This design comes from an exercise in tuning for small area, a short achievable clock period and few clock cycles on the open sky130 flow, not from production work.
The RTL was checked by simulation tests, not by an equivalence proof against the original design.
Power figures rest on the tool's default switching activity, not on a simulated workload.

## flow/config.mk

```make
export PLATFORM = sky130hd
export DESIGN_NAME = delta_codec
export DESIGN_NICKNAME = delta_codec
export VERILOG_FILES = /design/flow/design.v
export SDC_FILE = /design/flow/constraint.sdc
export NUM_CORES = 4
export LEC_CHECK = 0
export ABC_AREA = 1
export CAP_MARGIN = 20
export CORE_MARGIN = 2
export CORE_UTILIZATION = 40
export SETUP_SLACK_MARGIN = 1.6
export SLEW_MARGIN = 20
```

## flow/constraint.sdc

```tcl
create_clock -name core_clock -period 6.0 [get_ports {clk}]
set_input_delay 1.2000 -clock core_clock [delete_from_list [all_inputs] [get_ports {clk}]]
set_output_delay 1.2000 -clock core_clock [all_outputs]
set_load 0.01 [all_outputs]
```

## flow/design.v

```verilog
module delta_ctl (
    input  wire [2:0] c,
    input  wire [1:0] ovf,
    input  wire [1:0] unf,
    input  wire       over,       
    input  wire       under,      
    output reg  [2:0] c_next,
    output reg  [1:0] ovf_next,
    output reg  [1:0] unf_next
);
    always @* begin
        c_next   = c;
        ovf_next = (ovf != 2'd0) ? ovf - 2'd1 : 2'd0;
        unf_next = (unf != 2'd0) ? unf - 2'd1 : 2'd0;
        if (over) begin
            if (ovf == 2'd3) begin
                if (c != 3'd7) c_next = c + 3'd1;
                ovf_next = 2'd0;
                unf_next = 2'd0;
            end else begin
                ovf_next = ovf + 2'd1;
            end
        end else if (under) begin
            if (unf == 2'd3) begin
                if (c != 3'd1) c_next = c - 3'd1;
                ovf_next = 2'd0;
                unf_next = 2'd0;
            end else begin
                unf_next = unf + 2'd1;
            end
        end
    end
endmodule
module delta_enc (
    input  wire       clk,
    input  wire       rst,
    input  wire       in_valid,
    output wire       in_ready,
    input  wire [7:0] in_data,
    input  wire       in_last,
    input  wire [3:0] in_cs,
    output wire       out_valid,
    input  wire       out_ready,
    output wire [7:0] out_data,
    output wire       out_last
);
    reg          v1, first1, last1, open;
    reg  [7:0]   c1, d1;
    reg  [2:0]   c;
    reg  [1:0]   ovf, unf;
    reg          term;    
    reg          fin;     
    reg  [31:0]  acc;
    reg  [5:0]   cnt;     
    reg          ov, ol;
    reg  [7:0]   od;
    reg          rdy;     
    assign out_valid = ov;
    assign out_data  = od;
    assign out_last  = ol;
    assign in_ready  = rdy;
    wire [7:0] lt;
    assign lt[0] = (d1 == 8'd0);
    genvar k;
    generate
        for (k = 1; k < 8; k = k + 1) begin : g_lt
            assign lt[k] = (d1[7:k] == {(8-k){1'b0}}) ||
                           ((d1[7:k] == {(8-k){1'b1}}) && (d1[k-1:0] != {k{1'b0}}));
        end
    endgenerate
    wire fits  = lt[c];                        
    wire [7:0] ltm = {lt[6:0], 1'b0};
    wire under = ltm[c];                       
    wire anchor = first1 && !term;
    wire sent   = !anchor && (term || !fits);
    wire [2:0] ce    = anchor ? 3'd7 : c;
    wire [7:0] sentw = 8'd1 << c;              
    wire [7:0] maskw = ~(8'hFE << c);          
    wire [7:0] low   = anchor ? c1 : (sent ? sentw : (d1 & maskw));
    wire [5:0] cpl  = cnt + {3'd0, ce};
    wire room       = (cpl <= 6'd23);
    wire app        = v1 && !fin && room;
    wire consume    = app && (term || !last1);
    wire in_fire    = in_valid && rdy;
    wire [31:0] ysh = (acc << 1) << ce;
    wire [31:0] y   = {ysh[31:8], ysh[7:0] | low};
    wire [31:0] an  = sent ? {y[23:0], c1} : y;
    wire [2:0] c_upd;
    wire [1:0] ovf_upd, unf_upd;
    delta_ctl u_ctl (
        .c(c), .ovf(ovf), .unf(unf), .over(!fits), .under(under),
        .c_next(c_upd), .ovf_next(ovf_upd), .unf_next(unf_upd)
    );
    wire le8      = (cnt[5:4] == 2'd0) && (!cnt[3] || cnt[2:0] == 3'd0);
    wire ge8      = (cnt[5:3] != 3'd0);
    wire free     = !ov || out_ready;
    wire rd_final = fin && le8;
    wire rd       = free && (fin || ge8);
    wire [38:0] x  = {acc[30:0], 8'd0};
    wire [22:0] s4 = cnt[4] ? x[38:16] : x[22:0];
    wire [14:0] s3 = cnt[3] ? s4[22:8] : s4[14:0];
    wire [10:0] s2 = cnt[2] ? s3[14:4] : s3[10:0];
    wire [8:0]  s1 = cnt[1] ? s2[10:2] : s2[8:0];
    wire [7:0]  s0 = cnt[0] ? s1[8:1]  : s1[7:0];
    wire [7:0]  rbyte = cnt[5] ? acc[31:24] : s0;
    wire [5:0] cnt_b  = (rd && rd_final) ? 6'd0 : cnt;
    wire [5:0] cnt_lo = cnt_b + (app ? {3'd0, ce} + 6'd1 : 6'd0);
    wire       up8    = app && sent;
    wire       dn8    = rd && !rd_final;
    wire [2:0] hi_adj = (up8 && !dn8) ? 3'd1 : ((dn8 && !up8) ? 3'd7 : 3'd0);
    wire [5:0] cnt_n  = {cnt_lo[5:3] + hi_adj, cnt_lo[2:0]};
    wire v1_n     = in_fire || (v1 && !consume);
    wire first1_n = in_fire ? !open : first1;
    wire last1_n  = in_fire ? in_last : last1;
    wire term_n   = app ? (!term && last1) : term;
    wire fin_n    = (app && term) || (fin && !(rd && rd_final));
    wire [2:0] cb = (first1_n && !term_n) ? 3'd7 : ((c == 3'd7) ? 3'd7 : c + 3'd1);
    wire room_n   = ((cnt_n + {3'd0, cb}) <= 6'd23);
    wire rdy_n    = !v1_n || (!fin_n && room_n && (term_n || !last1_n));
    always @(posedge clk) begin
        if (rst) begin
            v1   <= 1'b0;
            open <= 1'b0;
            term <= 1'b0;
            fin  <= 1'b0;
            cnt  <= 6'd0;
            ov   <= 1'b0;
            rdy  <= 1'b1;
        end else begin
            v1   <= v1_n;
            term <= term_n;
            fin  <= fin_n;
            cnt  <= cnt_n;
            rdy  <= rdy_n;
            if (in_fire) begin
                c1     <= in_data;
                d1     <= in_data - c1;
                first1 <= !open;
                last1  <= in_last;
                open   <= !in_last;
                if (!open) begin
                    c   <= in_cs[2:0] - 3'd1;
                    ovf <= 2'd0;
                    unf <= 2'd0;
                end
            end
            if (app) begin
                acc <= an;
                if (!anchor && !term) begin
                    c   <= c_upd;
                    ovf <= ovf_upd;
                    unf <= unf_upd;
                end
            end
            if (rd) begin
                ov <= 1'b1;
                od <= rbyte;
                ol <= rd_final;
            end else if (out_ready) begin
                ov <= 1'b0;
            end
        end
    end
endmodule
module delta_dec (
    input  wire       clk,
    input  wire       rst,
    input  wire       in_valid,
    output wire       in_ready,
    input  wire [7:0] in_data,
    input  wire       in_last,
    input  wire [3:0] in_cs,
    output wire       out_valid,
    input  wire       out_ready,
    output wire [7:0] out_data,
    output wire       out_end
);
    localparam [1:0] DS_IDLE  = 2'd0,   
                     DS_ANCH  = 2'd1,   
                     DS_CODE  = 2'd2,   
                     DS_DRAIN = 2'd3;   
    reg [1:0]    st;
    reg [27:0]   acc;       
    reg [4:0]    cnt;       
    reg [2:0]    c;         
    reg [1:0]    ovf, unf;
    reg          seen_last;
    reg          ov, oe;
    reg [7:0]    od;        
    reg          rdy;       
    assign out_valid = ov;
    assign out_data  = od;
    assign out_end   = oe;
    assign in_ready  = rdy;
    wire [43:0] x  = {acc, 16'd0};
    wire [30:0] s4 = cnt[4] ? {3'd0, x[43:16]} : x[30:0];
    wire [22:0] s3 = cnt[3] ? s4[30:8] : s4[22:0];
    wire [18:0] s2 = cnt[2] ? s3[22:4] : s3[18:0];
    wire [16:0] s1 = cnt[1] ? s2[18:2] : s2[16:0];
    wire [15:0] win = cnt[0] ? s1[16:1] : s1[15:0];
    wire [7:0]  t   = win[15:8];
    wire [7:0] zr;    
    wire [7:0] zr2;   
    assign zr[0]  = 1'b1;
    assign zr2[0] = 1'b1;
    assign zr2[1] = 1'b1;
    genvar j;
    generate
        for (j = 1; j < 8; j = j + 1) begin : g_zr
            assign zr[j] = zr[j-1] & ~t[7-j];
        end
        for (j = 2; j < 8; j = j + 1) begin : g_zr2
            assign zr2[j] = zr2[j-1] & ~t[7-j];
        end
    endgenerate
    wire       anch    = (st == DS_ANCH);
    wire       parsing = (st == DS_ANCH) || (st == DS_CODE);
    wire       is_sent = !anch && t[7] && zr[c];
    wire       under   = (t[7] == t[6]) & ~(t[7] & zr2[c]);
    wire [2:0] k  = ~c;
    wire [14:0] v  = {{7{t[7]}}, t};
    wire [10:0] v2 = k[2] ? v[14:4] : v[10:0];
    wire [8:0]  v1 = k[1] ? v2[10:2] : v2[8:0];
    wire [7:0]  sd = k[0] ? v1[8:1] : v1[7:0];
    wire [10:0] u2 = k[2] ? win[14:4] : win[10:0];
    wire [8:0]  u1 = k[1] ? u2[10:2] : u2[8:0];
    wire [7:0]  raw = k[0] ? u1[8:1] : u1[7:0];
    wire [7:0] recon = od + sd;
    wire [2:0] ce      = anch ? 3'd7 : c;
    wire [5:0] diff    = {1'b0, cnt} - {3'd0, ce} - 6'd1;
    wire       hc      = !diff[5];
    wire       hc8     = !diff[5] && (diff[4:3] != 2'd0);
    wire       have    = is_sent ? hc8 : hc;
    wire       out_free = !ov || out_ready;
    wire       step    = parsing && out_free && have;
    wire       exhaust = parsing && out_free && !have && seen_last;
    wire       term    = step && is_sent && (raw == od);
    wire       ending  = term || exhaust;
    wire       in_fire = in_valid && rdy;
    wire [2:0] c_upd;
    wire [1:0] ovf_upd, unf_upd;
    delta_ctl u_ctl (
        .c(c), .ovf(ovf), .unf(unf), .over(is_sent), .under(under),
        .c_next(c_upd), .ovf_next(ovf_upd), .unf_next(unf_upd)
    );
    wire [4:0] cnt_lo = step ? diff[4:0] : cnt;
    wire       dn8    = step && is_sent;
    wire [1:0] hi_adj = (in_fire && !dn8) ? 2'd1 : ((dn8 && !in_fire) ? 2'd3 : 2'd0);
    wire [4:0] cnt_n  = {cnt_lo[4:3] + hi_adj, cnt_lo[2:0]};
    reg  [1:0] st_n;
    reg  [4:0] cnt_nx;
    reg        sl_n;
    always @* begin
        st_n   = st;
        cnt_nx = cnt;
        sl_n   = seen_last;
        case (st)
            DS_IDLE: if (in_fire) begin
                st_n   = DS_ANCH;
                cnt_nx = 5'd8;
                sl_n   = in_last;
            end
            DS_DRAIN: if (in_fire && in_last) st_n = DS_IDLE;
            default: begin
                if (ending) begin
                    st_n   = (seen_last || (in_fire && in_last)) ? DS_IDLE : DS_DRAIN;
                    cnt_nx = 5'd0;
                    sl_n   = 1'b0;
                end else begin
                    cnt_nx = cnt_n;
                    if (in_fire) sl_n = in_last;
                    if (step && anch) st_n = DS_CODE;
                end
            end
        endcase
    end
    wire le20_n = !cnt_nx[4] || (!cnt_nx[3] && (!cnt_nx[2] || cnt_nx[1:0] == 2'd0));
    wire rdy_n  = (st_n == DS_IDLE) || (st_n == DS_DRAIN) || (!sl_n && le20_n);
    always @(posedge clk) begin
        if (rst) begin
            st        <= DS_IDLE;
            cnt       <= 5'd0;
            seen_last <= 1'b0;
            ov        <= 1'b0;
            rdy       <= 1'b1;
        end else begin
            st        <= st_n;
            cnt       <= cnt_nx;
            seen_last <= sl_n;
            rdy       <= rdy_n;
            if (in_fire)
                acc <= {acc[19:0], in_data};
            if (st == DS_IDLE && in_fire) begin
                c   <= in_cs[2:0] - 3'd1;
                ovf <= 2'd0;
                unf <= 2'd0;
            end
            if (ending) begin
                ov <= 1'b1;
                oe <= 1'b1;
            end else if (step) begin
                ov <= 1'b1;
                oe <= 1'b0;
                if (anch) begin
                    od <= t;
                end else begin
                    od  <= is_sent ? raw : recon;
                    c   <= c_upd;
                    ovf <= ovf_upd;
                    unf <= unf_upd;
                end
            end else if (out_ready) begin
                ov <= 1'b0;
            end
        end
    end
endmodule
module delta_codec (
    input  wire       clk,
    input  wire       rst,
    input  wire       enc_in_valid,
    output wire       enc_in_ready,
    input  wire [7:0] enc_in_data,
    input  wire       enc_in_last,
    input  wire [3:0] enc_in_cs,
    output wire       enc_out_valid,
    input  wire       enc_out_ready,
    output wire [7:0] enc_out_data,
    output wire       enc_out_last,
    input  wire       dec_in_valid,
    output wire       dec_in_ready,
    input  wire [7:0] dec_in_data,
    input  wire       dec_in_last,
    input  wire [3:0] dec_in_cs,
    output wire       dec_out_valid,
    input  wire       dec_out_ready,
    output wire [7:0] dec_out_data,
    output wire       dec_out_end
);
    delta_enc u_enc (
        .clk(clk), .rst(rst),
        .in_valid(enc_in_valid), .in_ready(enc_in_ready), .in_data(enc_in_data),
        .in_last(enc_in_last), .in_cs(enc_in_cs),
        .out_valid(enc_out_valid), .out_ready(enc_out_ready), .out_data(enc_out_data),
        .out_last(enc_out_last)
    );
    delta_dec u_dec (
        .clk(clk), .rst(rst),
        .in_valid(dec_in_valid), .in_ready(dec_in_ready), .in_data(dec_in_data),
        .in_last(dec_in_last), .in_cs(dec_in_cs),
        .out_valid(dec_out_valid), .out_ready(dec_out_ready), .out_data(dec_out_data),
        .out_end(dec_out_end)
    );
endmodule
```

## flow/run.sh

```bash
#!/bin/bash
# synth_recipe.tcl (not shown) runs the flow's synth.tcl, then flattens the netlist and writes it again
# the make line also repeats each setting of config.mk as NAME=value (left out here)
make -C /OpenROAD-flow-scripts/flow DESIGN_CONFIG=/design/flow/config.mk WORK_HOME=/design/flow/orfs CLKGATE_MAP_FILE= SYNTH_SCRIPT=/design/flow/synth_recipe.tcl finish
```

==> results of run 1 <==
flip-flops by register name, indices dropped and copies added, names as in the netlist, 2 cells and up:
register   cells
u_dec.od       8
u_dec.st       2
u_dec.acc     28
u_dec.unf      2
u_dec.ovf      2
u_enc.cnt      6
u_enc.c        3
u_enc.ovf      2
u_dec.c        3
u_enc.c1       8
u_enc.od       8
u_enc.acc     32
u_enc.unf      2
u_dec.cnt      5
u_enc.d1       8
what timing repair did:
action	in CTS	in global routing
pin swaps	5	19
gates resized for setup	21	45
endpoints found under the setup margin	5	5
setup buffers	9	12
cloned	2	1
worst paths after layout:
check	from	to	slack, ps
setup / recovery	enc_out_ready	u_enc.rdy$_SDFF_PP1_	1600
hold / removal	u_dec.acc[18]$_DFFE_PP_	u_dec.acc[26]$_DFFE_PP_	450
setup reg to reg	u_enc.first1$_DFFE_PN_	u_enc.rdy$_SDFF_PP1_	1610
hold reg to reg	u_dec.acc[18]$_DFFE_PP_	u_dec.acc[26]$_DFFE_PP_	450
routing by layer:
| layer | share of wire [%] | routed length [µm] | GRT usage [%] | vias to the layer above |
|---|---|---|---|---|
| met3 | 4.1 | 1270 | 3.18 | 66 |
| met5 | 0 | 0 | 0 | - |
| met1 | 43 | 13500 | 26.7 | 5048 |
| li1 | - | - | - | 5395 |
| met2 | 50 | 15700 | 38.7 | 325 |
| met4 | 2.5 | 787 | 6.83 | 0 |
final cells by class:
class	instances	area share [%]
flip-flops and latches	132	28.6
multi-input cells	1160	50.9
clock buffers	19	3.30
repair inverters	1	0.0382
repair buffers	93	6.50
inverters	199	5.89
well taps	378	3.61
clock inverters	13	1.14
worst max-delay path: cells and delay by family:
kind | cells | cell delay (ps)
adder cells (fa/ha/maj) | 3 | 1010
XOR/XNOR | 5 | 990
AND/OR/NAND/NOR | 7 | 690
buffers and inverters | 3 | 610
AO/OA/AOI/OAI | 2 | 270
per-stage QoR:
stage / util, % / cell area (µm²) / hold slack, ps / power [W] / setup WS, ps
5_1_grt: 47.1 / 13100 / 473 / 0.00655 / 1340
2_1_floorplan: - / 11300 / 426 / 0.00391 / 1620
4_1_cts: 46.2 / 12800 / 450 / 0.00589 / 1610
3_5_place_dp: 43.6 / 12100 / 436 / 0.00469 / 920
3_3_place_gp: 43.6 / 12100 / 431 / 0.00464 / 998
6_report: 47.1 / 13100 / 447 / 0.00601 / 1600
cells by family (layout without fill, tap and decap cells):
logic type / Yosys count / after routing
xor+xnor: 30 / 30
fa+ha+maj: 68 / 68
simple gates: 726 / 726
compound gates: 329 / 329
mux: 7 / 7
buf+inv: 268 / 325
flops: 132 / 132
placed cells by master (no fill, tap or decap), types with 5 or more instances in the layout:
cell type / count
xnor2_1: 8
o31ai_1: 5
o22ai_1: 13
clkbuf_16: 17
o21a_1: 8
nor2_4: 9
nand3b_1: 7
xor2_1: 20
clkinvlp_4: 7
o21ai_0: 189
mux2i_1: 7
edfxtp_1: 110
o2111ai_1: 6
nand2_2: 16
nor3_1: 6
inv_1: 175
o21ai_1: 6
a21oi_1: 53
ha_1: 57
nand4_1: 7
clkdlybuf4s50_1: 51
dfxtp_1: 19
nor2_1: 77
a31oi_1: 8
o211ai_1: 13
nand2_1: 344
nand3_2: 25
nand3_1: 206
clkinv_1: 8
buf_4: 35
inv_2: 10
nor2_2: 8
or2_2: 8
power by group through the flow:
stage,combinational [W],clock (W),sequential [W]
detailed placement,0.00319,0,0.00150
global placement,0.00314,0,0.00150
CTS,0.00332,0.00108,0.00149
global route,0.00390,0.00112,0.00152
floorplan,0.00248,0,0.00143
finish,0.00344,0.00107,0.00150
==> out/metrics.yaml, run 1 <==
io_buffer_count: 51
fillCellCount: 2804
syn_area_mm2: 0.0113
drv_cap: 0
arrival_ps: 4780
register_area_mm2: 0.00375
synth_xor_area_share_pct: 2.32
ys_async_sr_fraction_pct: 0
gp_congestion: 0.895
ir_drop_mv: 0.246
min_path_type: "reg2reg"
path_max_fanout: 5
switching_share_pct: 47.0
grt_pass1_wl_um: 50800
synthAdderAreaFrac_pct: 7.99
synth_top_family_by_area: "simple AND/OR/NAND/NOR gates"
post-route-period-util_pct: 73.3
rows: 61
clk_latency_ps: 440
synth_edf_count: 110
clock_sinks: 132
status: "no timing/DRC/antenna violations"
reg2reg_depth: 26
p_leak_nw: 5.58
crit_path_start_kind: "input pin"
cts_tree: "done"
slowest_stage: "clkdlybuf4s50_1"
initial_utilization_pct: 40.7
ys_ff_latch: 132
seq_power_share_pct: 24.9
yosys.cell_types.count: 57
drive_gt1_share_pct: 11.8
cts-root-buf: "clkbuf_16"
stdcell_count: 1995
period_minus_slack_ps: 4400
synth_area_leaders: "edfxtp_1 (29%), nand2_1 (12%), nand3_1 (9.2%), o21ai_0 (8.6%), ha_1 (6.7%)"
setup_tns_ps: 0
synth.avg_cell_area_um2: 7.25
clock_power_share_pct: 17.7
combPwrFrac_pct: 57.3
hold_path_depth: 0
pwr_density_cell_mw_per_mm2: 459
crit_path_max_incr_delay_ps: 450
required_ps: 6380
clkTransAtPathRegs_ps: 60
multiInputGateArea_mm2: 0.00667
overflow: 0
synth_compound_area_share_pct: 16.4
gr-usage-all-layers_pct: 21.6
dieHeight_um: 172
synthTopCellsByCount: "nand2_1 (349), nand3_1 (207), o21ai_0 (194), inv_1 (181), edfxtp_1 (110)"
pin_count: 54
worst_slew_pin_slew_ps: 923
netlist_instances: 1560
rsz0062_at_grt: "true"
hold_buffers: 0
avgRoutedWirePerCell_um: 15.7
ys.flop_type: "edfxtp_1"
synthSimpleGateAreaFrac_pct: 29.9
cts.htree.levels: 4
syn-num-nets: 1660
relSlewSlack_pct: 38.4
ant_nets: 0
setup_viol: 0
via_per_inst: 5.43
synth_mux_area_share_pct: 0.619
routed_wl_um: 31300
diodes: 0
num_vias: 10800
cts_buffers: 17
timing_hold_violations_final: 0
endpoint_kind: "flip-flop"
path_common_cell: "xor2_1"
yosysSeqAreaShare_pct: 33.1
grt_pass1_vias: 10200
yosys.area.top_type: "edfxtp_1"
path_cells: "clkdlybuf4s50_1, nor2_1, a31oi_1, inv_1, nor2_4, nor2_1, ha_2, fa_2, nand2_2, inv_2, o21ai_2, nand2_1, xor2_2, fa_2, xnor2_2, xor2_1, xor2_1, xor2_1, nand4_1, nand2_1"
p_int_w: 0.00318
core_region_area_mm2: 0.0278
dr.first_iter.drc_count: 890
maxSlewViolCount: 0
die-area_mm2: 0.0296
dr.pass1.iters: 5
grt_max_degree: 52
yosys_warnings: 3
drc: 0
clock.fmax_mhz: 227
fin_nets: 1704
antenna_found_initial: 0
criticalPathCategory: "in2reg"
dp_hpwl_um: 22700
area_growth_pct: 15.8
clockBufferDepth: 2
yosysMostFrequentCell: "nand2_1"
finClkSkew_ps: 11.5
dpl.cell_count: 1939
die_x_um: 172
power.net_switching_w: 0.00283
synth.top_cell.area_share_pct: 29.2
Testbench counts, summed over its fixed seeds: cycles 20,445.
==> run 2, diff against run 1 <==
--- a/flow/config.mk
+++ b/flow/config.mk
@@ -11,3 +11,3 @@
 export CORE_UTILIZATION = 40
-export SETUP_SLACK_MARGIN = 1.6
+export SETUP_SLACK_MARGIN = 2.2
 export SLEW_MARGIN = 20
==> out/metrics.yaml, run 2 <==
crit_path_start_kind: "flip-flop"
drv_cap: 0
synth_compound_area_share_pct: 16.4
synth_top_family_by_area: "simple AND/OR/NAND/NOR gates"
drc: 0
grt_max_degree: 52
yosys.cell_types.count: 57
synth.avg_cell_area_um2: 7.25
clk_latency_ps: 440
num_vias: 11200
dp_hpwl_um: 22700
yosys_warnings: 3
layout_common_cells: "nand2_1 (339), nand3_1 (187), o21ai_0 (182)"
maxSlewViolCount: 0
io_buffer_count: 51
dr.pass1.iters: 7
timing_hold_violations_final: 0
gr-usage-all-layers_pct: 22.8
ys_ff_latch: 132
period_minus_slack_ps: 4430
top_regs: "u_enc.acc: 32 flops, u_dec.acc: 28 flops"
pin_count: 54
antenna_found_initial: 0
arrival_ps: 4800
cts.htree.levels: 4
rows: 61
worst_slew_pin_slew_ps: 698
ant_nets: 0
clkTransAtPathRegs_ps: 70
post-route-period-util_pct: 73.8
required_ps: 6370
ys_async_sr_fraction_pct: 0
synthSimpleGateAreaFrac_pct: 29.9
grt_pass1_vias: 10600
dieHeight_um: 172
largest_register_ffs: 32
pwr_density_cell_mw_per_mm2: 456
avgRoutedWirePerCell_um: 16.4
setup_viol: 0
ir_drop_mv: 0.174
area_growth_pct: 22.4
status: "no timing/DRC/antenna violations"
cts_buffers: 17
min_path_type: "reg2reg"
rsz0062_at_grt: "true"
core_region_area_mm2: 0.0278
criticalPathCategory: "reg2reg"
synthTopCellsByCount: "nand2_1 (349), nand3_1 (207), o21ai_0 (194), inv_1 (181), edfxtp_1 (110)"
die_x_um: 172
clock.fmax_mhz: 226
final_common_cell: "nand2_1"
path_max_fanout: 6
relSlewSlack_pct: 53.3
clock_sinks: 132
finClkSkew_ps: 16.2
p_leak_nw: 5.95
yosysSeqAreaShare_pct: 33.1
synth.top_cell.area_share_pct: 29.2
top_register: "u_enc.acc"
gp_congestion: 0.917
syn-num-nets: 1660
clockBufferDepth: 2
initial_utilization_pct: 40.7
syn_area_mm2: 0.0113
yosysMostFrequentCell: "nand2_1"
overflow: 0
cts_tree: "done"
ys.flop_type: "edfxtp_1"
die-area_mm2: 0.0296
yosys.area.top_type: "edfxtp_1"
routed_wl_um: 33500
synth_xor_area_share_pct: 2.32
dr.first_iter.drc_count: 1125
synthAdderAreaFrac_pct: 7.99
via_per_inst: 5.49
netlist_instances: 1560
fin_nets: 1749
diodes: 0
grt_pass1_wl_um: 53300
cts-root-buf: "clkbuf_16"
synth_area_leaders: "edfxtp_1 (29%), nand2_1 (12%), nand3_1 (9.2%), o21ai_0 (8.6%), ha_1 (6.7%)"
drive_gt1_share_pct: 17.3
synth_mux_area_share_pct: 0.619
total_power_w: 0.00631
endpoint_kind: "flip-flop"
setup_tns_ps: 0
synth_edf_count: 110
[run 2: critical path, stage by stage (launching register included)]
cell and delay (ps):
edfxtp_1 380, inv_2 70, nor2_4 210, buf_6 140, nor2_4 30, buf_12 130, inv_8 50, ha_4 180
a21o_1 160, a21oi_2 170, a211oi_2 60, nor3_2 270, nand2_4 130, nor2_4 130, ha_4 230, a21oi_2 190
nand2_2 110, xnor2_2 150, inv_1 60, ha_2 170, inv_2 40, fa_2 360, xnor2_2 140, xor2_1 200
xor2_1 260, xor2_1 190, nand4_1 90, nand2_1 60
[run 2: report_power, final]
| group | leakage, nW | switching [W] | internal (W) |
|---|---|---|---|
| registers | 1.22 | 0.000195 | 0.00130 |
| logic | 4.45 | 0.00229 | 0.00143 |
| clock network | 0.283 | 0.000464 | 0.000623 |
| total | 5.95 | 0.00295 | 0.00336 |
[run 2: worst paths after layout]
| kind | start | endpoint | slack (ps) | cells past startpoint |
|---|---|---|---|---|
| setup / recovery | u_enc.first1$_DFFE_PN_ | u_enc.rdy$_SDFF_PP1_ | 1570 | 27 |
| setup reg to reg | u_enc.first1$_DFFE_PN_ | u_enc.rdy$_SDFF_PP1_ | 1570 | 27 |
| hold / removal | u_dec.acc[18]$_DFFE_PP_ | u_dec.acc[26]$_DFFE_PP_ | 440 | 0 |
| hold reg to reg | u_dec.acc[18]$_DFFE_PP_ | u_dec.acc[26]$_DFFE_PP_ | 440 | 0 |
[run 2: what timing repair did]
item	4_1_cts	5_1_grt
setup endpoints to repair	15	31
endpoints found under the hold margin	0	0
resized for setup	83	50
buffers inserted	32	30
pin swaps	18	19
hold buffers	0	0
cloned	7	1
[run 2: layout make-up]
class                   instances  area (µm²)
repair buffers                136        1340
clock inverters                15         173
repair inverters                3        20.0
well taps                     378         473
fillers                      2770       13900
flip-flops and latches        132        3760
inverters                     199         810
multi-input cells            1160        6850
clock buffers                  17         425
[run 2: logic make-up (layout without fill, tap and decap cells)]
kind of cell,Yosys count,count (layout)
adders and majority gates,68,68
xor gates and xnor gates,30,30
DFF,132,132
muxes,7,7
and+or+nand+nor,726,726
AOI/OAI and AO/OA,329,329
buffers and inverters,268,370
[run 2: per-stage QoR]
stage	util [%]	setup WS (ps)	std cells	hold WS (ps)	area [µm²]
finish	49.8	1570	2040	442	13800
global route	49.8	1290	2040	453	13800
CTS	48.2	1820	2009	447	13400
detailed placement	43.7	1110	1938	439	12100
global placement	43.7	1120	1938	434	12100
floorplan	-	1830	1560	426	11400
[run 2: per-layer routing]
| metal | vias up | wire, µm | track usage, % |
|---|---|---|---|
| met5 | - | 0 | 0 |
| met4 | 0 | 953 | 8.33 |
| met3 | 83 | 1610 | 2.70 |
| met2 | 412 | 17200 | 42.1 |
| met1 | 5225 | 13700 | 27.1 |
| li1 | 5475 | - | - |
==> run 3, diff against run 2 <==
--- a/flow/design.v
+++ b/flow/design.v
@@ -79,4 +79,3 @@
     wire [7:0] low   = anchor ? c1 : (sent ? sentw : (d1 & maskw));
-    wire [5:0] cpl  = cnt + {3'd0, ce};
-    wire room       = (cpl <= 6'd23);
+    reg  room;
     wire app        = v1 && !fin && room;
@@ -105,4 +104,4 @@
     wire [7:0]  rbyte = cnt[5] ? acc[31:24] : s0;
-    wire [5:0] cnt_b  = (rd && rd_final) ? 6'd0 : cnt;
-    wire [5:0] cnt_lo = cnt_b + (app ? {3'd0, ce} + 6'd1 : 6'd0);
+    wire       rdf    = rd && rd_final;
+    wire [5:0] cnt_a  = cnt + (app ? {3'd0, ce} + 6'd1 : 6'd0);
     wire       up8    = app && sent;
@@ -110,3 +109,3 @@
     wire [2:0] hi_adj = (up8 && !dn8) ? 3'd1 : ((dn8 && !up8) ? 3'd7 : 3'd0);
-    wire [5:0] cnt_n  = {cnt_lo[5:3] + hi_adj, cnt_lo[2:0]};
+    wire [5:0] cnt_n  = rdf ? 6'd0 : {cnt_a[5:3] + hi_adj, cnt_a[2:0]};
     wire v1_n     = in_fire || (v1 && !consume);
@@ -117,3 +116,6 @@
     wire [2:0] cb = (first1_n && !term_n) ? 3'd7 : ((c == 3'd7) ? 3'd7 : c + 3'd1);
-    wire room_n   = ((cnt_n + {3'd0, cb}) <= 6'd23);
+    wire [5:0] sb = cnt + (app ? {3'd0, ce} + 6'd1 : 6'd0) + {3'd0, cb};
+    wire room_n   = rdf ? 1'b1 :
+                    (up8 && !dn8) ? (sb <= 6'd15) :
+                    ((dn8 && !up8) ? (sb <= 6'd31) : (sb <= 6'd23));
     wire rdy_n    = !v1_n || (!fin_n && room_n && (term_n || !last1_n));
@@ -128,3 +130,5 @@
             rdy  <= 1'b1;
+            room <= 1'b1;
         end else begin
+            room <= room_n;
             v1   <= v1_n;
--- a/flow/config.mk
+++ b/flow/config.mk
@@ -11,3 +11,3 @@
 export CORE_UTILIZATION = 40
-export SETUP_SLACK_MARGIN = 2.2
+export SETUP_SLACK_MARGIN = 2.6
 export SLEW_MARGIN = 20
==> out/metrics.yaml, run 3 <==
layout_common_cells: "nand2_1 (338), nand3_1 (192), inv_1 (177)"
clock_power_share_pct: 16.5
synth.avg_cell_area_um2: 7.09
clkTransAtPathRegs_ps: 70
status: "no timing/DRC/antenna violations"
dp_hpwl_um: 22000
cts-root-buf: "clkbuf_16"
diodes: 0
dr.first_iter.drc_count: 975
core_region_area_mm2: 0.0271
relSlewSlack_pct: 44.9
die-area_mm2: 0.0291
synthTopCellsByCount: "nand2_1 (361), nand3_1 (237), inv_1 (187), o21ai_0 (182), edfxtp_1 (110)"
ys.flop_type: "edfxtp_1"
switching_share_pct: 47.2
arrival_ps: 3870
setup_tns_ps: 0
dr.pass1.iters: 5
overflow: 0
drive_gt1_share_pct: 19.5
setup_viol: 0
via_per_inst: 5.40
path_max_fanout: 4
grt_max_degree: 41
syn-num-nets: 1664
clk_latency_ps: 440
die_x_um: 171
initial_utilization_pct: 41.0
ys_async_sr_fraction_pct: 0
power.net_switching_w: 0.00309
p_leak_nw: 6.12
drc: 0
min_path_type: "reg2reg"
gr-usage-all-layers_pct: 23.0
io_buffer_count: 51
fillCellCount: 2602
yosys_warnings: 3
dieHeight_um: 171
synth.top_cell.area_share_pct: 29.8
gp_congestion: 0.889
pwr_density_cell_mw_per_mm2: 465
ir_drop_mv: 0.193
criticalPathCategory: "reg2reg"
cts_buffers: 17
finClkSkew_ps: 14.6
antenna_found_initial: 0
ant_nets: 0
fin_nets: 1769
seq_power_share_pct: 23.2
top_regs: "u_enc.acc: 32 flops, u_dec.acc: 28 flops"
post-route-period-util_pct: 58.5
endpoint_kind: "flip-flop"
netlist_instances: 1566
final_cell_area_mm2: 0.0141
period_minus_slack_ps: 3510
worst_slew_pin_slew_ps: 825
clock.fmax_mhz: 285
synth_edf_count: 110
p_int_w: 0.00346
yosysMostFrequentCell: "nand2_1"
grt_pass1_vias: 10100
grt_pass1_wl_um: 53400
pin_count: 54
largest_register_ffs: 32
crit_path_start_kind: "flip-flop"
timing_hold_violations_final: 0
yosys.cell_types.count: 59
rsz0062_at_grt: "true"
placed_area_mm2: 0.0119
avgRoutedWirePerCell_um: 16.4
num_vias: 11100
cts_tree: "done"
ys_ff_latch: 133
syn_area_mm2: 0.0111
clock_sinks: 133
area_growth_pct: 26.8
required_ps: 6360
clockBufferDepth: 2
rows: 60
drv_cap: 0
final_common_cell: "nand2_1"
yosys.area.top_type: "edfxtp_1"
maxSlewViolCount: 0
top_register: "u_enc.acc"
combPwrFrac_pct: 60.4
yosysSeqAreaShare_pct: 33.9
routed_wl_um: 33800
synth_area_leaders: "edfxtp_1 (30%), nand2_1 (12%), nand3_1 (11%), o21ai_0 (8.2%), ha_1 (6.8%)"
cts.htree.levels: 4
run 3: metrics by stage:
| stage | instances | hold slack (ps) | util (%) | setup WS [ps] | power [W] |
|---|---|---|---|---|---|
| after global routing | 2056 | 475 | 52.0 | 2270 | 0.00707 |
| after global placement | 1926 | 434 | 43.8 | 1380 | 0.00457 |
| final | 2056 | 458 | 52.0 | 2490 | 0.00655 |
| after CTS | 2028 | 461 | 49.5 | 2510 | 0.00621 |
| after detailed placement | 1926 | 443 | 43.8 | 1360 | 0.00461 |
| after floorplan | 1566 | 426 | - | 2550 | 0.00387 |
run 3: logic make-up (layout without fill, tap and decap cells):
kind of cell,Yosys count,after routing,share of synthesized area [%]
AOI/OAI and AO/OA,324,324,16.5
xor gates and xnor gates,27,27,2.13
adders and majority gates,66,66,7.84
buffers and inverters,275,393,9.85
DFF,133,133,33.9
muxes,8,8,0.721
and+or+nand+nor,733,733,29.1
run 3: worst paths after layout:
| check | start | end | slack (ps) | cells past startpoint |
|---|---|---|---|---|
| worst max-delay path | u_enc.d1[7]$_DFFE_PP_ | u_enc.cnt[5]$_SDFF_PP0_ | 2490 | 19 |
| worst min-delay path | u_dec.acc[19]$_DFFE_PP_ | u_dec.acc[27]$_DFFE_PP_ | 460 | 0 |
| worst max register to register | u_enc.d1[7]$_DFFE_PP_ | u_enc.cnt[5]$_SDFF_PP0_ | 2490 | 19 |
| worst min register to register | u_dec.acc[19]$_DFFE_PP_ | u_dec.acc[27]$_DFFE_PP_ | 460 | 0 |
run 3: what timing repair did:
item | CTS | global route
hold buffers | 0 | 0
pin swaps | 28 | 42
gates resized for setup | 113 | 125
buffers inserted | 59 | 28
endpoints found under the setup margin | 58 | 44
gates cloned | 11 | 0
run 3: area by class of cell:
type                    count  area (µm²)  share of cell area (%)
well taps                 372         465                    3.31
inverters                 200         800                    5.68
clock inverters            15         158                    1.12
repair inverters            4        25.0                   0.178
repair buffers            157        1490                    10.6
flip-flops and latches    133        3790                    26.9
multi-input cells        1158        6930                    49.2
clock buffers              17         425                    3.02
run 3: worst max-delay path: stages, from the launching register on:
cell	delay, ps
edfxtp_1	450
nor2_1	140
inv_1	80
nor3_2	160
nand3_1	200
o21ai_2	130
nand2_1	80
a221o_1	390
o21ai_4	90
nand2_2	110
nand2_1	140
nor2_2	80
inv_1	90
ha_1	140
inv_1	40
ha_1	200
fa_2	340
xor2_1	180
or2_2	310
a21oi_2	110
run 3: power groups by stage:
stage               registers [W]  clock network [W]  logic, W
floorplan                 0.00143                  0   0.00244
global placement          0.00157                  0   0.00300
detailed placement        0.00157                  0   0.00304
CTS                       0.00151            0.00110   0.00360
global route              0.00154            0.00113   0.00440
finish                    0.00152            0.00108   0.00395
run 3: routing by layer:
| metal | track usage [%] | share of wire [%] |
|---|---|---|
| met1 | 34.4 | 49 |
| met2 | 34.4 | 43 |
| met3 | 3.65 | 6.7 |
| met4 | 5.98 | 1.5 |
| met5 | 0 | 0 |
Testbench counts of run 3, summed over its fixed seeds: cycles 20,445.
==> run 4, diff against run 3 <==
--- a/flow/config.mk
+++ b/flow/config.mk
@@ -11,3 +11,3 @@
 export CORE_UTILIZATION = 40
-export SETUP_SLACK_MARGIN = 2.6
+export SETUP_SLACK_MARGIN = 2.2
 export SLEW_MARGIN = 20
==> out/metrics.yaml, run 4 <==
pwr_density_cell_mw_per_mm2: 458
timing_hold_violations_final: 0
netlist_instances: 1566
synth_edf_count: 110
drc: 0
yosysSeqAreaShare_pct: 33.9
largest_register_ffs: 32
syn_area_mm2: 0.0111
arrival_ps: 4000
fillCellCount: 2748
via_per_inst: 5.39
yosys_warnings: 3
path_common_cell: "ha_1"
endpoint_kind: "flip-flop"
post-route-period-util_pct: 60.6
diodes: 0
criticalPathCategory: "reg2reg"
ir_drop_mv: 0.173
core_region_area_mm2: 0.0271
dr.first_iter.drc_count: 1004
top_register: "u_enc.acc"
setup_viol: 0
clock.fmax_mhz: 275
finClkSkew_ps: 12.0
post-place-ws_ps: 1370
clockBufferDepth: 2
crit_path_start_kind: "flip-flop"
die-area_mm2: 0.0291
antenna_found_initial: 0
avgRoutedWirePerCell_um: 15.9
cts_tree: "done"
dp_hpwl_um: 22300
layout_common_cells: "nand2_1 (355), nand3_1 (234), inv_1 (182)"
grt_pass1_wl_um: 50900
drv_cap: 0
rsz0062_at_grt: "true"
rows: 60
synthTopCellsByCount: "nand2_1 (361), nand3_1 (237), inv_1 (187), o21ai_0 (182), edfxtp_1 (110)"
min_path_type: "reg2reg"
cts.htree.levels: 4
worst_slew_pin_slew_ps: 993
pin_count: 54
io_buffer_count: 51
gp_congestion: 0.896
fin_nets: 1730
grt_max_degree: 41
gr-usage-all-layers_pct: 22.0
grt_pass1_vias: 10000
maxSlewViolCount: 0
ys_ff_latch: 133
synth_area_leaders: "edfxtp_1 (30%), nand2_1 (12%), nand3_1 (11%), o21ai_0 (8.2%), ha_1 (6.8%)"
path_cells: "nor2_4, nor2_4, buf_12, clkinv_4, ha_1, o21ai_1, a21oi_1, ha_1, a21oi_2, inv_1, a31oi_2, or2_2, nand2_2, inv_1, ha_1, fa_1, xor2_1, or2_2, a21oi_1"
clock_sinks: 133
dieHeight_um: 171
initial_utilization_pct: 41.0
cts-root-buf: "clkbuf_16"
slowest_stage: "dfxtp_1"
p_leak_nw: 5.76
required_ps: 6360
overflow: 0
ys_async_sr_fraction_pct: 0
crit_path_max_incr_delay_ps: 480
final_common_cell: "nand2_1"
yosys.area.top_type: "edfxtp_1"
hold_buffers: 0
routed_wl_um: 32000
clk_latency_ps: 440
path_max_fanout: 10
period_minus_slack_ps: 3640
final_util_pct: 48.5
status: "no timing/DRC/antenna violations"
drive_gt1_share_pct: 10.9
setup_tns_ps: 0
cts_buffers: 17
synth.top_cell.area_share_pct: 29.8
clkTransAtPathRegs_ps: 60
relSlewSlack_pct: 33.7
yosysMostFrequentCell: "nand2_1"
syn-num-nets: 1664
ys.flop_type: "edfxtp_1"
ant_nets: 0
num_vias: 10900
area_growth_pct: 18.4
yosys.cell_types.count: 59
dr.pass1.iters: 5
synth.avg_cell_area_um2: 7.09
top_regs: "u_enc.acc: 32 flops, u_dec.acc: 28 flops"
setup_ws_ps: 2360
die_x_um: 171
total_power_w: 0.00602
-- run 4: cell counts after synthesis --
Identical to the previous run, type by type.
-- run 4: kinds of logic (layout without fill, tap and decap cells) --
kind of cell | Yosys count | in the layout | synth area share [%]
fa+ha+maj | 66 | 66 | 7.84
xor+xnor | 27 | 27 | 2.13
flops | 133 | 133 | 33.9
compound gates | 324 | 324 | 16.5
simple gates | 733 | 733 | 29.1
buf+inv | 275 | 354 | 9.85
mux | 8 | 8 | 0.721
-- run 4: path summary, 6_finish.rpt --
kind                      startpoint                 endpoint  slack [ps]  depth (start not counted)
max            u_enc.term$_SDFF_PP0_  u_enc.cnt[5]$_SDFF_PP0_        2360                         19
min          u_dec.acc[18]$_DFFE_PP_  u_dec.acc[26]$_DFFE_PP_         470                          0
max reg2reg    u_enc.term$_SDFF_PP0_  u_enc.cnt[5]$_SDFF_PP0_        2360                         19
min reg2reg  u_dec.acc[18]$_DFFE_PP_  u_dec.acc[26]$_DFFE_PP_         470                          0
-- run 4: power breakdown --
| group | internal, W | switching (W) | leakage [nW] | total, W |
|---|---|---|---|---|
| Combinational | 0.00131 | 0.00217 | 4.25 | 0.00348 |
| Sequential | 0.00131 | 0.000194 | 1.22 | 0.00150 |
| Clock | 0.000594 | 0.000444 | 0.292 | 0.00104 |
-- run 4: area by class of cell --
| class | instances | area [µm²] | area share, % |
|---|---|---|---|
| clock inverter | 12 | 87.6 | 0.666 |
| clock buffer | 20 | 489 | 3.72 |
| timing repair inverter | 3 | 20.0 | 0.152 |
| inverter | 200 | 785 | 5.97 |
| multi-input combinational | 1158 | 6400 | 48.7 |
| tap | 372 | 465 | 3.54 |
| timing repair buffer | 119 | 1130 | 8.61 |
| sequential | 133 | 3770 | 28.7 |
-- run 4: timing repair --
action / CTS / global route
cloned: 5 / 3
pin swaps: 3 / 6
setup buffers: 9 / 41
hold endpoints to repair: 0 / 0
endpoints found under the setup margin: 33 / 28
resized for setup: 43 / 42
-- run 4: critical path: cells and delay by family, from the launching register on --
family | cells | cell delay [ps]
flip-flops | 1 | 480
AO/OA/AOI/OAI | 5 | 450
buffers and inverters | 4 | 330
AND/OR/NAND/NOR | 5 | 930
adder cells (fa/ha/maj) | 4 | 1170
XOR/XNOR | 1 | 180
-- run 4: metal layers --
metal	global-route usage [%]	vias to the layer above	part of all wire (%)
li1	-	5444	-
met1	27.8	5017	44
met2	38.5	341	49
met3	2.98	61	4.7
met4	7.36	0	2.2
met5	0	-	0
-- run 4: per-stage QoR --
step           cell area (µm²)  instances  hold slack, ps
2_1_floorplan            11100       1566             426
5_1_grt                  13100       2017             482
6_report                 13100       2017             465
3_5_place_dp             11800       1927             460
4_1_cts                  12700       1973             472
3_3_place_gp             11800       1927             436
==> run 5, diff against run 4 <==
--- a/flow/config.mk
+++ b/flow/config.mk
@@ -10,4 +10,5 @@
 export CORE_MARGIN = 2
-export CORE_UTILIZATION = 40
-export SETUP_SLACK_MARGIN = 2.2
+export CORE_UTILIZATION = 50
+export CTS_BUF_LIST = sky130_fd_sc_hd__clkbuf_4 sky130_fd_sc_hd__clkbuf_8
+export SETUP_SLACK_MARGIN = 2.35
 export SLEW_MARGIN = 20
==> out/metrics.yaml, run 5 <==
yosys.area.top_type: "edfxtp_1"
grt_pass1_wl_um: 52300
layout_common_cells: "nand2_1 (340), nand3_1 (209), inv_1 (180)"
hold_buffers: 0
placed_area_mm2: 0.0117
cts-root-buf: "clkbuf_8"
yosys.cell_types.count: 59
criticalPathCategory: "reg2reg"
yosysSeqAreaShare_pct: 33.9
clock_sinks: 133
arrival_ps: 3800
total_power_w: 0.00596
cts_buffers: 17
p_leak_nw: 5.77
pwr_density_cell_mw_per_mm2: 451
cts_tree: "done"
setup_tns_ps: 0
final_util_pct: 60.6
final_common_cell: "nand2_1"
area_growth_pct: 19.1
diodes: 0
cp_num_buf_inv: 4
crit_path_max_incr_delay_ps: 370
period_minus_slack_ps: 3590
dr.pass1.iters: 6
crit_family: "simple AND/OR/NAND/NOR gates"
final_cell_area_mm2: 0.0132
yosysMostFrequentCell: "nand2_1"
setup_viol: 0
clkTransAtPathRegs_ps: 90
largest_register_ffs: 32
top_regs: "u_enc.acc: 32 flops, u_dec.acc: 28 flops"
setup_ws_ps: 2410
drc: 0
crit_path_start_kind: "flip-flop"
num_vias: 11000
clockBufferDepth: 2
die-area_mm2: 0.0234
ir_drop_mv: 0.181
rows: 54
maxSlewViolCount: 0
timing_hold_violations_final: 0
dieHeight_um: 153
drv_cap: 0
ys_async_sr_fraction_pct: 0
clk_latency_ps: 470
required_ps: 6210
min_path_type: "reg2reg"
overflow: 0
dr.first_iter.drc_count: 756
worst_slew_pin_slew_ps: 980
antenna_found_initial: 0
status: "no timing/DRC/antenna violations"
fin_nets: 1737
synth_area_leaders: "edfxtp_1 (30%), nand2_1 (12%), nand3_1 (11%), o21ai_0 (8.2%), ha_1 (6.8%)"
avgRoutedWirePerCell_um: 17.2
cts.htree.levels: 4
die_x_um: 153
gr-usage-all-layers_pct: 27.6
synthTopCellsByCount: "nand2_1 (361), nand3_1 (237), inv_1 (187), o21ai_0 (182), edfxtp_1 (110)"
ys_ff_latch: 133
synth.top_cell.area_share_pct: 29.8
drive_gt1_share_pct: 15.1
gp_congestion: 0.877
netlist_instances: 1566
yosys_warnings: 3
syn_area_mm2: 0.0111
ys.flop_type: "edfxtp_1"
syn-num-nets: 1664
via_per_inst: 5.67
post-place-ws_ps: 1320
endpoint_kind: "flip-flop"
synth_edf_count: 110
synth.avg_cell_area_um2: 7.09
post-route-period-util_pct: 59.9
ant_nets: 0
slowest_stage: "dfxtp_4"
relSlewSlack_pct: 34.6
fillCellCount: 2093
io_buffer_count: 51
dp_hpwl_um: 22300
initial_utilization_pct: 50.9
r2r_slack_ps: 2410
grt_pass1_vias: 10300
grt_max_degree: 41
routed_wl_um: 33200
path_max_fanout: 6
core_region_area_mm2: 0.0218
top_register: "u_enc.acc"
finClkSkew_ps: 25.2
pin_count: 54
rsz0062_at_grt: "true"
clock.fmax_mhz: 278
==> run 5: layout make-up <==
class / count / area [µm²] / share of cell area (%)
timing repair inverter: 4 / 35.0 / 0.265
sequential: 133 / 3780 / 28.6
tap: 280 / 350 / 2.65
clock buffer: 19 / 255 / 1.93
clock inverter: 13 / 125 / 0.946
multi-input combinational: 1160 / 6680 / 50.5
inverter: 200 / 805 / 6.08
timing repair buffer: 123 / 1190 / 9.04
==> run 5: cells by family after synthesis <==
kind of cell / share of synthesized area (%)
xor gates and xnor gates: 2.13
adders and majority gates: 7.84
muxes: 0.721
DFF: 33.9
and+or+nand+nor: 29.1
AOI/OAI and AO/OA: 16.5
buffers and inverters: 9.85
==> run 5: per-layer routing <==
metal / vias to the layer above / track usage [%] / wire, µm
li1: 5446 / - / -
met1: 5145 / 33.2 / 13500
met2: 300 / 51.2 / 17500
met3: 63 / 3.66 / 1460
met4: 0 / 7.98 / 770
met5: - / 0 / 0
==> run 5: worst paths after layout <==
kind                      startpoint                      end  depth (start not counted)
max          u_dec.cnt[4]$_SDFF_PP0_    u_dec.od[7]$_DFFE_PP_                         28
min          u_dec.acc[18]$_DFFE_PP_  u_dec.acc[26]$_DFFE_PP_                          0
max reg2reg  u_dec.cnt[4]$_SDFF_PP0_    u_dec.od[7]$_DFFE_PP_                         28
min reg2reg  u_dec.acc[18]$_DFFE_PP_  u_dec.acc[26]$_DFFE_PP_                          0
==> run 5: timing repair <==
| action | in CTS | in global routing |
|---|---|---|
| setup endpoints to repair | 35 | 30 |
| cloned | 8 | 4 |
| gates resized for setup | 62 | 101 |
| endpoints found under the hold margin | 0 | 0 |
| pin swaps | 6 | 35 |
| buffers inserted | 20 | 32 |
==> run 5: report_power, final <==
part	internal, W	switching [W]
combinational	0.00139	0.00230
clock	0.000348	0.000417
sequential	0.00131	0.000194
total	0.00305	0.00291
==> run 5: per-stage QoR <==
stage / hold slack [ps] / cells
after floorplan: 426 / 1566
after global placement: 435 / 1836
after detailed placement: 440 / 1836
after CTS: 469 / 1896
after global routing: 489 / 1932
final: 464 / 1932
==> run 6, diff against run 5 <==
--- a/flow/design.v
+++ b/flow/design.v
@@ -97,4 +97,4 @@
     wire rd       = free && (fin || ge8);
-    wire [38:0] x  = {acc[30:0], 8'd0};
-    wire [22:0] s4 = cnt[4] ? x[38:16] : x[22:0];
+    wire [38:0] xw = {acc[30:0], 8'd0};
+    wire [22:0] s4 = cnt[4] ? xw[38:16] : xw[22:0];
     wire [14:0] s3 = cnt[3] ? s4[22:8] : s4[14:0];
@@ -105,18 +105,22 @@
     wire       rdf    = rd && rd_final;
-    wire [5:0] cnt_a  = cnt + (app ? {3'd0, ce} + 6'd1 : 6'd0);
     wire       up8    = app && sent;
     wire       dn8    = rd && !rd_final;
-    wire [2:0] hi_adj = (up8 && !dn8) ? 3'd1 : ((dn8 && !up8) ? 3'd7 : 3'd0);
-    wire [5:0] cnt_n  = rdf ? 6'd0 : {cnt_a[5:3] + hi_adj, cnt_a[2:0]};
+    wire       inc8   = up8 && !dn8;
+    wire       dec8   = dn8 && !up8;
+    wire [5:0] x      = app ? cnt + {3'd0, ce} + 6'd1 : cnt;
+    wire [2:0] xh_p   = x[5:3] + 3'd1;
+    wire [2:0] xh_m   = x[5:3] - 3'd1;
+    wire [5:0] cnt_n  = rdf  ? 6'd0 :
+                        inc8 ? {xh_p, x[2:0]} :
+                        dec8 ? {xh_m, x[2:0]} : x;
     wire v1_n     = in_fire || (v1 && !consume);
-    wire first1_n = in_fire ? !open : first1;
     wire last1_n  = in_fire ? in_last : last1;
     wire term_n   = app ? (!term && last1) : term;
-    wire fin_n    = (app && term) || (fin && !(rd && rd_final));
-    wire [2:0] cb = (first1_n && !term_n) ? 3'd7 : ((c == 3'd7) ? 3'd7 : c + 3'd1);
-    wire [5:0] sb = cnt + (app ? {3'd0, ce} + 6'd1 : 6'd0) + {3'd0, cb};
-    wire room_n   = rdf ? 1'b1 :
-                    (up8 && !dn8) ? (sb <= 6'd15) :
-                    ((dn8 && !up8) ? (sb <= 6'd31) : (sb <= 6'd23));
-    wire rdy_n    = !v1_n || (!fin_n && room_n && (term_n || !last1_n));
+    wire fin_n    = (app && term) || (fin && !rdf);
+    wire [2:0] cb  = (!open || first1 || c == 3'd7) ? 3'd7 : c + 3'd1;
+    wire [5:0] thr = 6'd23 - {3'd0, cb};
+    wire room_n    = rdf  ? 1'b1 :
+                     inc8 ? (x + 6'd8 <= thr) :
+                     dec8 ? (x <= thr + 6'd8) : (x <= thr);
+    wire rdy_n     = !v1_n || (!fin_n && room_n && (term_n || !last1_n));
     always @(posedge clk) begin
@@ -249,6 +253,17 @@
     );
-    wire [4:0] cnt_lo = step ? diff[4:0] : cnt;
     wire       dn8    = step && is_sent;
-    wire [1:0] hi_adj = (in_fire && !dn8) ? 2'd1 : ((dn8 && !in_fire) ? 2'd3 : 2'd0);
-    wire [4:0] cnt_n  = {cnt_lo[4:3] + hi_adj, cnt_lo[2:0]};
+    wire       inc8   = in_fire && !dn8;
+    wire       dec8   = dn8 && !in_fire;
+    wire [4:0] ya     = cnt;
+    wire [4:0] yb     = diff[4:0];
+    wire [1:0] ya_p   = ya[4:3] + 2'd1;
+    wire [1:0] ya_m   = ya[4:3] - 2'd1;
+    wire [1:0] yb_p   = yb[4:3] + 2'd1;
+    wire [1:0] yb_m   = yb[4:3] - 2'd1;
+    wire [4:0] cnt_na = inc8 ? {ya_p, ya[2:0]} : (dec8 ? {ya_m, ya[2:0]} : ya);
+    wire [4:0] cnt_nb = inc8 ? {yb_p, yb[2:0]} : (dec8 ? {yb_m, yb[2:0]} : yb);
+    wire [4:0] cnt_n  = step ? cnt_nb : cnt_na;
+    wire       lea    = inc8 ? (ya <= 5'd12) : (dec8 ? 1'b1 : (ya <= 5'd20));
+    wire       leb    = inc8 ? (yb <= 5'd12) : (dec8 ? 1'b1 : (yb <= 5'd20));
+    wire       le20_c = step ? leb : lea;
     reg  [1:0] st_n;
@@ -280,3 +295,3 @@
     end
-    wire le20_n = !cnt_nx[4] || (!cnt_nx[3] && (!cnt_nx[2] || cnt_nx[1:0] == 2'd0));
+    wire le20_n = !parsing || ending || le20_c;
     wire rdy_n  = (st_n == DS_IDLE) || (st_n == DS_DRAIN) || (!sl_n && le20_n);
--- a/flow/config.mk
+++ b/flow/config.mk
@@ -10,5 +10,4 @@
 export CORE_MARGIN = 2
-export CORE_UTILIZATION = 50
-export CTS_BUF_LIST = sky130_fd_sc_hd__clkbuf_4 sky130_fd_sc_hd__clkbuf_8
-export SETUP_SLACK_MARGIN = 2.35
+export CORE_UTILIZATION = 40
+export SETUP_SLACK_MARGIN = 2.5
 export SLEW_MARGIN = 20
==> out/metrics.yaml, run 6 <==
status: "no timing/DRC/antenna violations"
pwr_density_cell_mw_per_mm2: 497
crit_path_start_kind: "flip-flop"
ir_drop_mv: 0.206
dr.first_iter.drc_count: 1170
post-route-period-util_pct: 58.8
antenna_found_initial: 0
drc: 0
crit_family: "simple AND/OR/NAND/NOR gates"
num_vias: 11300
clkTransAtPathRegs_ps: 70
hold_path_depth: 0
overflow: 0
cts-root-buf: "clkbuf_16"
clockBufferDepth: 2
largest_register_ffs: 32
dr.pass1.iters: 6
die-area_mm2: 0.0292
ys_ff_latch: 133
clock_sinks: 133
area_growth_pct: 24.7
dieHeight_um: 171
diodes: 0
setup_viol: 0
drv_cap: 0
maxSlewViolCount: 0
top_register: "u_enc.acc"
cts_tree: "done"
fin_nets: 1771
cts.htree.levels: 4
arrival_ps: 3650
hold_buffers: 0
period_minus_slack_ps: 3530
clk_latency_ps: 440
yosysSeqAreaShare_pct: 33.8
synth.top_cell.area_share_pct: 29.7
slowest_stage: "dfxtp_4"
grt_max_degree: 50
syn-num-nets: 1693
drive_gt1_share_pct: 16.1
worst_slew_pin_slew_ps: 804
final_common_cell: "nand2_1"
setup_tns_ps: 0
top_regs: "u_enc.acc: 32 flops, u_dec.acc: 28 flops"
min_path_type: "reg2reg"
required_ps: 6120
yosys.cell_types.count: 58
yosys_warnings: 3
synth.avg_cell_area_um2: 6.96
synth_edf_count: 110
r2r_slack_ps: 2470
yosysMostFrequentCell: "nand2_1"
reg2reg_depth: 23
grt_pass1_vias: 10200
netlist_instances: 1600
dpl.cell_count: 1971
timing_hold_violations_final: 0
pin_count: 54
gr-usage-all-layers_pct: 22.6
avgRoutedWirePerCell_um: 16.5
grt_pass1_wl_um: 52700
endpoint_kind: "flip-flop"
die_x_um: 171
stdcell_count: 2069
routed_wl_um: 34200
relSlewSlack_pct: 46.4
rsz0062_at_grt: "true"
synth_area_leaders: "edfxtp_1 (30%), nand2_1 (13%), nand3_1 (10%), o21ai_0 (9.4%), ha_1 (6.4%)"
dp_hpwl_um: 22700
p_leak_nw: 5.93
ys.flop_type: "edfxtp_1"
path_cells: "buf_12, clkinv_16, nor2_4, buf_4, buf_4, nand2_1, nand3_1, nand3_2, nand3_2, nand3_1, nand3_2, nand3_2, nand2_1, nand2_1, nand2_1, nand3_1, nor2_4, nand3_4, nand2_8, inv_2, nand3_4, inv_4, a31oi_4"
clock.fmax_mhz: 283
cp_num_buf_inv: 6
finClkSkew_ps: 14.5
ant_nets: 0
core_region_area_mm2: 0.0276
initial_utilization_pct: 40.3
path_max_fanout: 14
cts_buffers: 17
via_per_inst: 5.48
synthTopCellsByCount: "nand2_1 (382), nand3_1 (230), o21ai_0 (208), inv_1 (181), edfxtp_1 (110)"
crit_path_max_incr_delay_ps: 400
criticalPathCategory: "reg2reg"
yosys.area.top_type: "edfxtp_1"
io_buffer_count: 51
syn_area_mm2: 0.0111
crit_cells: 23
rows: 61
gp_congestion: 0.916
layout_common_cells: "nand2_1 (363), o21ai_0 (191), inv_1 (172)"
ys_async_sr_fraction_pct: 0
total_power_w: 0.00690
## run 6: repair_timing
action,4_1_cts,5_1_grt
cloned,4,7
setup endpoints to repair,61,50
pin swaps,7,40
resized for setup,57,143
setup buffers,19,36
## run 6: stage by stage
| step | util [%] | cell area, µm² | hold WS [ps] | worst slack (ps) |
|---|---|---|---|---|
| 6_report | 50.3 | 13900 | 446 | 2470 |
| 5_1_grt | 50.3 | 13900 | 459 | 2240 |
| 4_1_cts | 46.6 | 12900 | 450 | 2430 |
| 3_5_place_dp | 43.1 | 11900 | 440 | 1420 |
| 3_3_place_gp | 43.1 | 11900 | 434 | 1510 |
| 2_1_floorplan | - | 11100 | 426 | 2530 |
## run 6: report_power, final
group | internal (W) | total (W) | switching [W]
sequential | 0.00130 | 0.00149 | 0.000194
combinational | 0.00167 | 0.00435 | 0.00268
clock | 0.000581 | 0.00106 | 0.000476
total | 0.00354 | 0.00690 | 0.00335
## run 6: cells by family (layout without fill, tap and decap cells)
kind of cell / after synthesis / in the layout / share of synthesized area (%)
flip-flops: 133 / 133 / 33.8
multiplexers: 4 / 4 / 0.360
adder cells (fa/ha/maj): 61 / 61 / 7.13
XOR/XNOR: 23 / 23 / 1.81
AO/OA/AOI/OAI: 352 / 352 / 17.7
buffers and inverters: 268 / 358 / 9.43
AND/OR/NAND/NOR: 759 / 760 / 29.8
## run 6: worst paths after layout
check,to,from
hold reg to reg,u_dec.acc[27]$_DFFE_PP_,u_dec.acc[19]$_DFFE_PP_
setup / recovery,u_dec.c[1]$_DFFE_PP_,u_dec.cnt[4]$_SDFFE_PP0P_
hold / removal,u_dec.acc[27]$_DFFE_PP_,u_dec.acc[19]$_DFFE_PP_
setup reg to reg,u_dec.c[1]$_DFFE_PP_,u_dec.cnt[4]$_SDFFE_PP0P_
## run 6: area by class of cell
class	instances	area [µm²]
Timing Repair Buffer	126	1260
Timing Repair inverter	3	17.5
Clock buffer	17	425
Clock inverter	15	144
Tap cell	378	473
Inverter	197	790
Multi-Input combinational cell	1200	7000
Sequential cell	133	3770
Fill cell	2777	13700
## run 6: metal layers
metal,GRT usage (%),vias up,routed length (µm)
met5,0,-,0
met4,6.60,0,710
met3,2.80,62,2250
met2,33.6,410,14900
met1,34.3,5246,16400
li1,-,5612,-
Testbench counts of run 6, summed over its fixed seeds: cycles 20,445.
==> run 7, diff against run 6 <==
--- a/flow/config.mk
+++ b/flow/config.mk
@@ -11,3 +11,3 @@
 export CORE_UTILIZATION = 40
-export SETUP_SLACK_MARGIN = 2.5
+export SETUP_SLACK_MARGIN = 2.2
 export SLEW_MARGIN = 20
==> out/metrics.yaml, run 7 <==
highest_layer: "met4"
pwr_density_cell_mw_per_mm2: 495
ys_ff_latch: 133
routed_wl_um: 32500
largest_register_ffs: 32
setup_ws_ps: 2380
syn-num-nets: 1693
pin_count: 54
dieHeight_um: 171
wl_met2_um: 13900
path_common_cell: "nand2_1"
clkTransAtPathRegs_ps: 70
status: "no timing/DRC/antenna violations"
drive_gt1_share_pct: 10.1
ys_async_sr_fraction_pct: 0
via_per_inst: 5.44
overflow: 0
diodes: 0
cts_tree: "done"
maxSlewViolCount: 0
die_x_um: 171
path_max_fanout: 17
antenna_found_initial: 0
netlist_instances: 1600
clock.fmax_mhz: 276
dpl.cell_count: 1973
gr-usage-all-layers_pct: 21.8
p_leak_nw: 5.69
fin_nets: 1752
die-area_mm2: 0.0292
grt_pass1_vias: 9796
finClkSkew_ps: 12.7
post-route-period-util_pct: 60.3
timing_hold_violations_final: 0
dp_hpwl_um: 22500
yosys.area.top_type: "edfxtp_1"
layout_common_cells: "nand2_1 (378), nand3_1 (223), o21ai_0 (196)"
yosysMostFrequentCell: "nand2_1"
io_buffer_count: 51
synthTopCellsByCount: "nand2_1 (382), nand3_1 (230), o21ai_0 (208), inv_1 (181), edfxtp_1 (110)"
min_path_type: "reg2reg"
criticalPathCategory: "reg2reg"
top_register: "u_enc.acc"
grt_max_degree: 50
power.net_switching_w: 0.00308
post-place-ws_ps: 1460
crit_path_start_kind: "flip-flop"
drc: 0
slowest_stage: "dfxtp_4"
worst_slew_pin_slew_ps: 816
clk_latency_ps: 430
p_int_w: 0.00345
period_minus_slack_ps: 3620
initial_utilization_pct: 40.3
gp_congestion: 0.896
area_growth_pct: 18.5
rows: 61
ys.flop_type: "edfxtp_1"
final_cell_area_mm2: 0.0132
rsz0062_at_grt: "true"
fillCellCount: 2856
final_util_pct: 47.8
crit_path_max_incr_delay_ps: 400
synth_area_leaders: "edfxtp_1 (30%), nand2_1 (13%), nand3_1 (10%), o21ai_0 (9.4%), ha_1 (6.4%)"
final_common_cell: "nand2_1"
switching_share_pct: 47.1
clockBufferDepth: 2
synth_edf_count: 110
core_region_area_mm2: 0.0276
clock_sinks: 133
wl_met3_um: 2020
combPwrFrac_pct: 59.6
yosys_warnings: 3
cts-root-buf: "clkbuf_16"
arrival_ps: 3800
syn_area_mm2: 0.0111
cts.htree.levels: 4
clock_power_share_pct: 17.7
met1Wirelength_um: 16100
top_regs: "u_enc.acc: 32 flops, u_dec.acc: 28 flops"
required_ps: 6180
grt_pass1_wl_um: 50900
placed_area_mm2: 0.0119
dr.first_iter.drc_count: 1224
relSlewSlack_pct: 45.4
ant_nets: 0
ir_drop_mv: 0.219
cts_buffers: 17
synth.top_cell.area_share_pct: 29.7
drv_cap: 0
synth.avg_cell_area_um2: 6.96
endpoint_kind: "flip-flop"
setup_viol: 0
stdcell_count: 2050
num_vias: 11100
yosysSeqAreaShare_pct: 33.8
dr.pass1.iters: 7
avgRoutedWirePerCell_um: 15.9
seq_power_share_pct: 22.7
yosys.cell_types.count: 58
setup_tns_ps: 0
[run 7: cell counts after synthesis]
Identical to the previous run, type by type.
[run 7: cells by family after synthesis]
group / after synthesis / synth area share [%]
adders and majority gates: 61 / 7.13
AOI/OAI and AO/OA: 352 / 17.7
xor gates and xnor gates: 23 / 1.81
and+or+nand+nor: 759 / 29.8
buffers and inverters: 268 / 9.43
muxes: 4 / 0.360
DFF: 133 / 33.8
[run 7: worst paths after layout]
| path | start | to | slack, ps | depth (start not counted) |
|---|---|---|---|---|
| setup / recovery | u_dec.cnt[4]$_SDFFE_PP0P_ | u_dec.od[7]$_DFFE_PP_ | 2380 | 27 |
| hold reg to reg | u_dec.acc[17]$_DFFE_PP_ | u_dec.acc[25]$_DFFE_PP_ | 460 | 0 |
| hold / removal | u_dec.acc[17]$_DFFE_PP_ | u_dec.acc[25]$_DFFE_PP_ | 460 | 0 |
| setup reg to reg | u_dec.cnt[4]$_SDFFE_PP0P_ | u_dec.od[7]$_DFFE_PP_ | 2380 | 27 |
[run 7: per-layer routing]
metal  vias to the layer above  track usage (%)
met1                      5136             33.2
met4                         0             5.31
li1                       5558                -
met2                       421             32.2
met5                         -                0
met3                        31             3.15
[run 7: final cells by class]
class / instances / area, µm² / area share [%]
Multi-Input combinational cell: 1199 / 6480 / 49.1
Sequential cell: 133 / 3770 / 28.6
Timing Repair Buffer: 106 / 1020 / 7.77
Inverter: 197 / 772 / 5.85
Tap cell: 378 / 473 / 3.58
Clock buffer: 20 / 457 / 3.46
Clock inverter: 12 / 175 / 1.33
Timing Repair inverter: 5 / 35.0 / 0.266
[run 7: power by group through the flow]
stage / Sequential, W / Combinational (W) / Clock, W
4_1_cts: 0.00149 / 0.00351 / 0.00117
3_5_place_dp: 0.00151 / 0.00340 / 0
5_1_grt: 0.00150 / 0.00439 / 0.00121
2_1_floorplan: 0.00142 / 0.00265 / 0
3_3_place_gp: 0.00151 / 0.00336 / 0
6_report: 0.00148 / 0.00389 / 0.00116
[run 7: timing repair]
action / 4_1_cts / 5_1_grt
pin swaps: 2 / 18
hold buffers: 0 / 0
setup buffers: 6 / 30
cloned: 4 / 5
resized for setup: 22 / 59
endpoints found under the setup margin: 23 / 34
[run 7: worst max-delay path, delay by kind of cell (launching register included)]
family	cells	cell delay [ps]
compound gates	9	1190
xor+xnor	1	150
fa+ha+maj	1	270
buf+inv	4	370
flops	1	400
simple gates	12	990
[run 7: through the flow]
stage	hold WS (ps)	total power, W
final	455	0.00653
after global routing	465	0.00711
after CTS	456	0.00617
after detailed placement	442	0.00492
after global placement	434	0.00487
after floorplan	426	0.00407

[port drivers added, routing unchanged]
In the flow no input, the clock included, has a driving cell. The finished layouts below were timed again as built, in two steps.
Step 1, drivers: a clkbuf_16 drives clk and a buf_2 each remaining input, both assumed.
Step 2 moves the port delays by t, midway between the first and last clock arrival at a register: inputs arrive t later, outputs are due t later. That takes back most of the time a late clock gives input paths.
Slacks: ideal ports / drivers / drivers and shift; pairs: ideal ports / drivers.
| run | shift t [ns] | setup slack, ns | hold slack, ns | worst register clock-pin slew, ns | cell pins on the clock port's net |
|---|---|---|---|---|---|
| run 1 | 0.482 | 1.601 / 1.611 / 1.144 | 0.447 / 0.447 / 0.447 | 0.07 / 0.07 | 1 |
| run 2 | 0.482 | 1.572 / 1.572 / 1.307 | 0.442 / 0.442 / 0.442 | 0.07 / 0.07 | 1 |
| run 3 | 0.481 | 2.489 / 2.489 / 2.223 | 0.458 / 0.458 / 0.458 | 0.07 / 0.07 | 1 |
| run 4 | 0.482 | 2.363 / 2.362 / 2.068 | 0.465 / 0.465 / 0.465 | 0.07 / 0.07 | 1 |
| run 5 | 0.497 | 2.408 / 2.408 / 2.005 | 0.464 / 0.464 / 0.464 | 0.10 / 0.10 | 1 |
| run 6 | 0.480 | 2.472 / 2.472 / 2.472 | 0.446 / 0.446 / 0.446 | 0.07 / 0.07 | 1 |
| run 7 | 0.475 | 2.383 / 2.383 / 2.383 | 0.455 / 0.455 / 0.455 | 0.07 / 0.07 | 1 |
After both steps setup and hold are still met in every run listed. For run 1, which loses most, drivers alone change the setup slack by +0.010 ns; drivers and shift together by -0.457 ns.
